This design comes from an exercise in tuning for small area, a short achievable clock period and few clock cycles per item on the open sky130 flow, not from production work. Power is estimated from default activity; no workload was simulated.

==> module pfc_pixel_encoder, before the edit <==
module pfc_pixel_encoder (
    input  wire        clk,
    input  wire        rst,         
    input  wire        in_valid,
    output wire        in_ready,
    input  wire [23:0] in_color,    
    input  wire [7:0]  in_bright,
    output wire        out_valid,
    input  wire        out_ready,
    output wire [7:0]  out_data,
    output wire        out_last     
);
    reg  [3:0]  fpos;       
    reg  [21:0] s_q;        
    reg  [1:0]  top_n;      
    reg  [7:0]  p_q;        
    reg  [7:0]  b_q;        
    reg  [1:0]  c_q;        
    reg  [1:0]  c11_q;      
    reg         cact;       
    reg         tk;         
    reg         ovalid;     
    reg         ovalid_o;   
    reg         last_q;     
    reg         irdy;       
    wire [1:0] lane = fpos[3:2];
    wire [1:0] step = fpos[1:0];
    wire f0  = (fpos == 4'd0);
    wire f10 = lane[1] & (step == 2'd2);
    wire f11 = lane[1] & (step == 2'd3);
    wire shift = ovalid ? out_ready : (~f0 | in_valid | tk);
    wire take  = irdy & in_valid;
    wire ld    = shift & in_valid & (f0 | (cact & ~f11));
    wire [7:0] c_lane = lane[1] ? in_color[7:0] : lane[0] ? in_color[15:8] : in_color[23:16];
    wire [1:0] c_sel  = c_lane[2 * step +: 2];
    wire       lane_start = (step == 2'd1);
    wire [1:0] cp   = f0 ? c11_q : c_q;
    wire [7:0] base = lane_start ? 8'd0 : p_q;
    wire [9:0] t    = {2'b00, base}
                    + (cp[0] ? {2'b00, b_q} : 10'd0)
                    + (cp[1] ? {1'b0, b_q, 1'b0} : 10'd0);
    wire [7:0] xl   = {s_q[1:0], s_q[3:2], s_q[5:4], s_q[7:6]};
    wire [8:0] cy;
    assign cy[0] = 1'b1;
    genvar i;
    generate
        for (i = 0; i < 8; i = i + 1) begin : g_conv
            assign cy[i+1] = (p_q[i] ^ xl[i]) ? cy[i] : p_q[i];
        end
    endgenerate
    wire [7:0] q = p_q + {7'd0, cy[8]};
    always @(posedge clk) begin
        if (rst) begin
            fpos   <= 4'd0;
            cact   <= 1'b0;
            tk     <= 1'b0;
            ovalid <= 1'b0;
            ovalid_o <= 1'b0;
            last_q <= 1'b1;
            irdy   <= 1'b0;
        end else begin
            if (shift) begin
                fpos   <= f11 ? 4'd0 : fpos + 4'd1;
                last_q <= f11;
                if (f0) begin
                    ovalid <= tk;
                    ovalid_o <= tk;
                    tk     <= 1'b0;
                end
            end
            if (ld & f0)
                cact <= 1'b1;
            if (ld & f10)
                irdy <= 1'b1;
            if (take) begin
                cact <= 1'b0;
                tk   <= 1'b1;
                irdy <= 1'b0;
            end
        end
    end
    always @(posedge clk) begin
        if (ld) begin
            c_q <= c_sel;
            b_q <= in_bright;
        end
        if (take)
            c11_q <= in_color[7:6];
        if (shift) begin
            p_q <= t[9:2];
            top_n <= ~s_q[21:20];
            if (lane_start)
                s_q <= {s_q[19:8], q, t[1:0]};
            else
                s_q <= {s_q[19:0], t[1:0]};
        end
    end
    assign in_ready  = irdy;
    assign out_valid = ovalid_o;
    assign out_last  = f0;
    assign out_data  = {{3{top_n[0]}}, 2'b01, {3{top_n[1]}}};
endmodule
Settings: LEC_CHECK=0, CAP_MARGIN=20, CORE_MARGIN=2, CORE_UTILIZATION=40, SLEW_MARGIN=20; clock period 15.0 ns.
standard.sh (not shown) runs the stock make flow with config.mk's settings and CLKGATE_MAP_FILE= SYNTH_SCRIPT=/design/flow/synth_recipe.tcl, a recipe that flattens the netlist after the stock synthesis.
==> flow/flow/run.sh <==
#!/bin/bash
export BUFFER_PORTS_ARGS="-buffer_cell sky130_fd_sc_hd__buf_1"
export SETUP_SLACK_MARGIN=10.9
export CTS_ARGS="-repair_clock_nets -dont_use_dummy_load"
bash standard.sh > standard.log 2>&1
The first run completed without violations.
==> next run, changes <==
--- a/flow/design.v
+++ b/flow/design.v
@@ -33,13 +33,12 @@
     wire ld    = shift & in_valid & (f0 | (cact & ~f11));
     wire [7:0] c_lane = lane[1] ? in_color[7:0] : lane[0] ? in_color[15:8] : in_color[23:16];
     wire [1:0] c_sel  = c_lane[2 * step +: 2];
     wire       lane_start = (step == 2'd1);
-    wire [1:0] cp   = f0 ? c11_q : c_q;
     wire [7:0] base = lane_start ? 8'd0 : p_q;
     wire [9:0] t    = {2'b00, base}
-                    + (cp[0] ? {2'b00, b_q} : 10'd0)
-                    + (cp[1] ? {1'b0, b_q, 1'b0} : 10'd0);
+                    + (c_q[0] ? {2'b00, b_q} : 10'd0)
+                    + (c_q[1] ? {1'b0, b_q, 1'b0} : 10'd0);
     wire [7:0] xl   = {s_q[1:0], s_q[3:2], s_q[5:4], s_q[7:6]};
     wire [8:0] cy;
     assign cy[0] = 1'b1;
     genvar i;
@@ -83,8 +82,10 @@
         if (ld) begin
             c_q <= c_sel;
             b_q <= in_bright;
         end
+        if (shift & f11)
+            c_q <= take ? c_sel : c11_q;
         if (take)
             c11_q <= in_color[7:6];
         if (shift) begin
             p_q <= t[9:2];
@@ -96,7 +97,7 @@
         end
     end
     assign in_ready  = irdy;
     assign out_valid = ovalid_o;
-    assign out_last  = f0;
+    assign out_last  = last_q;
     assign out_data  = {{3{top_n[0]}}, 2'b01, {3{top_n[1]}}};
 endmodule
The new run passed the timing, DRC and antenna checks.
Combinational power falls by roughly a tenth.
Routed wire length falls slightly.
Maximum frequency rises by a few percent.
Sequential share of layout area rises by 1.1 points.
Design area falls slightly.
Flip-flop and latch count rises by 1.
Setup slack gets better by 0.20 ns.
Via count rises slightly.
Final cell count rises slightly.
Critical path depth rises by 3.
Function was not checked in any run of this note: the RTL went through the layout flow alone.

afterwards: timing with drivers on the ports:
Ports are ideal in the flow. The routed layouts listed here were re-timed in OpenROAD.
Step 1: set_driving_cell puts a clkbuf_16 on clk and a buf_2 on each other input, an assumption about the parent block.
Step 2 moves the port delays by t, midway between the first and last clock arrival at a register: inputs arrive t later, outputs are due t later. That takes back most of the time a late clock gives input paths.
Three values: ideal, step 1, step 2; two values: the first two.
run | t, ns | slack for setup (ns) | worst setup path after step 2 | clock arrival spread, ns
the first run | 0.320 | 10.786 / 10.760 / 10.796 | input to register | 0.011 / 0.011
the second run | 0.329 | 10.981 / 10.990 / 10.661 | input to register | 0.007 / 0.008
After both steps setup and hold are still met in every run listed. The setup slack of the second run, which loses most, moves by +0.009 ns with the drivers and by -0.320 ns with both steps.
